What follows belongs to an exercise in optimizing a design on an open flow for small area, a short achievable clock period and few clock cycles; a production flow would make more cautious choices.
Only simulation tests tie the RTL to the original design; equivalence was not proved.
Power is estimated from default activity; no workload was simulated.

Setup of job 101:
## cvid_engine
module cvid_engine (
    input  wire        clk,
    input  wire        rst,
    input  wire        cmd_valid,
    output wire        cmd_ready,
    input  wire [7:0]  cmd_id,
    input  wire [23:0] cmd_size,
    input  wire [15:0] cmd_width,
    input  wire [15:0] cmd_height,
    input  wire [15:0] cmd_top,
    input  wire [15:0] cmd_bottom,
    input  wire        in_valid,
    output wire        in_ready,
    input  wire [7:0]  in_data,
    output wire        cb_rd_en,
    output wire        cb_wr_en,
    output wire [8:0]  cb_addr,
    output wire [47:0] cb_wdata,
    input  wire [47:0] cb_rdata,
    output wire        px_valid,
    input  wire        px_ready,
    output wire [15:0] px_x,
    output wire [15:0] px_y,
    output wire [3:0]  px_mask,
    output wire [95:0] px_data
);
    localparam [1:0] M_IDLE = 2'd0, M_LOAD = 2'd1, M_VEC = 2'd2;
    function [16:0] inc17;               
        input [15:0] a;
        integer i;
  ...
Size: ~2300 cells after synthesis, roughly 24000 um^2 of cells after synthesis.
Settings: LEC_CHECK=0, CAP_MARGIN=20, CORE_MARGIN=2, CORE_UTILIZATION=40, SETUP_SLACK_MARGIN=3, SLEW_MARGIN=20; clock period 9.0 ns.
standard.sh (not shown) runs the stock make flow with config.mk's settings and CLKGATE_MAP_FILE= SYNTH_SCRIPT=/design/flow/synth_recipe.tcl, a recipe that flattens the netlist after the stock synthesis.
==> flow/flow/run.sh <==
#!/bin/bash
# The standard layout (standard.sh: the ORFS flow, unchanged synthesis),
# with plain buf_1 cells as the input and output port buffers instead of the
# delay buffers buffer_ports picks by default.
set -euo pipefail
export BUFFER_PORTS_ARGS="-buffer_cell sky130_fd_sc_hd__buf_1"
bash standard.sh > standard.log 2>&1
Job 101 completed every stage of the flow, and the final layout passed the timing, DRC and antenna checks.
Testbench counts of job 101, summed over its fixed seeds: cycles 157,287.
What job 102 does differently from job 101 at the input level:
# job 101
export LEC_CHECK = 0
export CAP_MARGIN = 20
export CORE_MARGIN = 2
export CORE_UTILIZATION = 40
export SETUP_SLACK_MARGIN = 3
export SLEW_MARGIN = 20
create_clock -name core_clock -period 9.0 [get_ports {clk}]
# job 102
export LEC_CHECK = 0
export CAP_MARGIN = 20
export CORE_MARGIN = 2
export CORE_UTILIZATION = 40
export SETUP_SLACK_MARGIN = 4
export SLEW_MARGIN = 20
create_clock -name core_clock -period 9.0 [get_ports {clk}]
## What came out
Between job 102 and job 101, the clock network latency to the later pin of the worst-skew pair figures differ only marginally.
Relative to job 101, critical path depth increased by 2 in job 102.
Compared with job 101, in job 102 number of non-clock buffers in the layout increased by about 5.5% relative to the old numbers, multi-input combinational area share increased by 0.65 points relative to the old numbers, share of power burned in combinational logic increased by 0.6 points relative to the old numbers.
Compared with job 101, job 102 shows overall power lower by 0.25 mW.
Max transition time at the pin with the least slew margin across job 101 and job 102: job 101
~same number of synthesized flops with an enable pin in job 101 and job 102
Job 101 -> job 102: synthesized area delta 0, exact match


## job 1526
cvid_engine, a different RTL version from the one above (not shown whole).
Size in the first run: about 400 flip-flops, ~350 I/O pins, roughly 23000 sq um of cells after synthesis.
export LEC_CHECK = 0
export ABC_AREA = 1
export CAP_MARGIN = 20
export CORE_MARGIN = 2
export CORE_UTILIZATION = 60
export CTS_CLUSTER_DIAMETER = 100
export CTS_CLUSTER_SIZE = 30
export SETUP_SLACK_MARGIN = 4.3
export SLEW_MARGIN = 20
create_clock -name core_clock -period 9.0 [get_ports {clk}]
Scripts as last shown in full above: flow/flow/run.sh
The final layout from job 1526, which completed every stage, passed the timing, DRC and antenna checks at the end of the flow.
Testbench counts of job 1526, summed over its fixed seeds: cycles 157,287.
Changes in job 5193 relative to job 1526:
- ABC_AREA removed (was 1)
- CORE_UTILIZATION changed from 60 to 40
- SETUP_SLACK_MARGIN changed from 4.3 to 4
[summary]
Number of levels in the clock H-tree came out exactly the same in job 1526 and job 5193.
Measured against job 5193, the via count of job 1526 comes out at 1.07 times the reference value.
Total of clock buffers placed in the layout: job 5193 < job 1526
Compared to job 1526, job 5193 has power after layout about 6.5% higher.
Between job 1526 and job 5193, the difference in required time of the worst setup path is negligible.
Job 5193 vs job 1526, most frequent standard cell in the layout excluding fill and tap cells: sky130_fd_sc_hd__buf_1 vs sky130_fd_sc_hd__nand2_1
Job 5193 vs. job 1526: number of standard cells in the final layout excluding fillers now smaller, XOR/XNOR share of the synthesized area now larger, smallest hold slack now smaller.
[job 5193] non-clock buffer count fell 4 relative to job 1526
Edits applied to the flow inputs when going from job 5193 to job 8274:
- a change of CORE_UTILIZATION from 40 to 60
- an added ABC_AREA of 1
Notes after the runs:
The lower total routing resource utilization after global routing came out of job 5193.
For job 8274, the highest routed metal layer was met4, unlike job 5193, where it was met5.
Taking job 5193 as the reference, in job 8274 net switching power shows a reduction of about 13%, synthesized cell count went up by about 18%, initial antenna violation count shrank by 1.
Against job 5193 as the reference, job 8274 delivers a higher fraction of area in registers.
Clock network latency to the later pin of the worst-skew pair, job 5193 and job 8274: higher on job 5193
Total number of cells along the worst setup path is lower on job 8274
Non-filler instance count after layout on job 8274 is up relative to job 5193.
From job 5193 to job 8274 the numbers moved as follows: delay of the slowest cell on the worst path fell 0.28 ns; first-pass GRT wire length -5.2%; worst setup slack shows a reduction of 0.0089 ns.

-- afterwards: timing with drivers on the ports --
The flow's constraints put no driver on any port. The routed layouts listed below were extracted and timed again, unchanged, in two steps. Step 1: set_driving_cell puts a clkbuf_16 on clk and a buf_2 on each other input, an assumption about the parent block. Step 2 also shifts input and output timing later by t, the mid clock arrival at the registers, as if the neighbouring blocks saw the same clock. Slacks: ideal / step 1 / step 2; pairs: ideal / step 1.
run	t, ns	slack for setup (ns)	worst hold slack (ns)	slew at the worst register clock pin (ns)	pins driven straight from the clock port
job 101	0.620	3.702 / 3.648 / 3.670	0.418 / 0.418 / 0.418	0.06 / 0.06	1
job 102	0.614	4.009 / 3.952 / 4.048	0.416 / 0.416 / 0.416	0.06 / 0.06	1
job 1526	0.575	4.356 / 4.265 / 4.185	0.428 / 0.428 / 0.428	0.12 / 0.12	1
job 5193	0.608	4.098 / 4.045 / 4.076	0.421 / 0.421 / 0.421	0.12 / 0.12	1
job 8274	0.574	4.089 / 4.000 / 3.891	0.426 / 0.426 / 0.426	0.12 / 0.12	1
After both steps every run listed still meets setup and hold. For job 8274, which loses most, drivers alone change the setup slack by -0.089 ns; drivers and shift together by -0.198 ns.
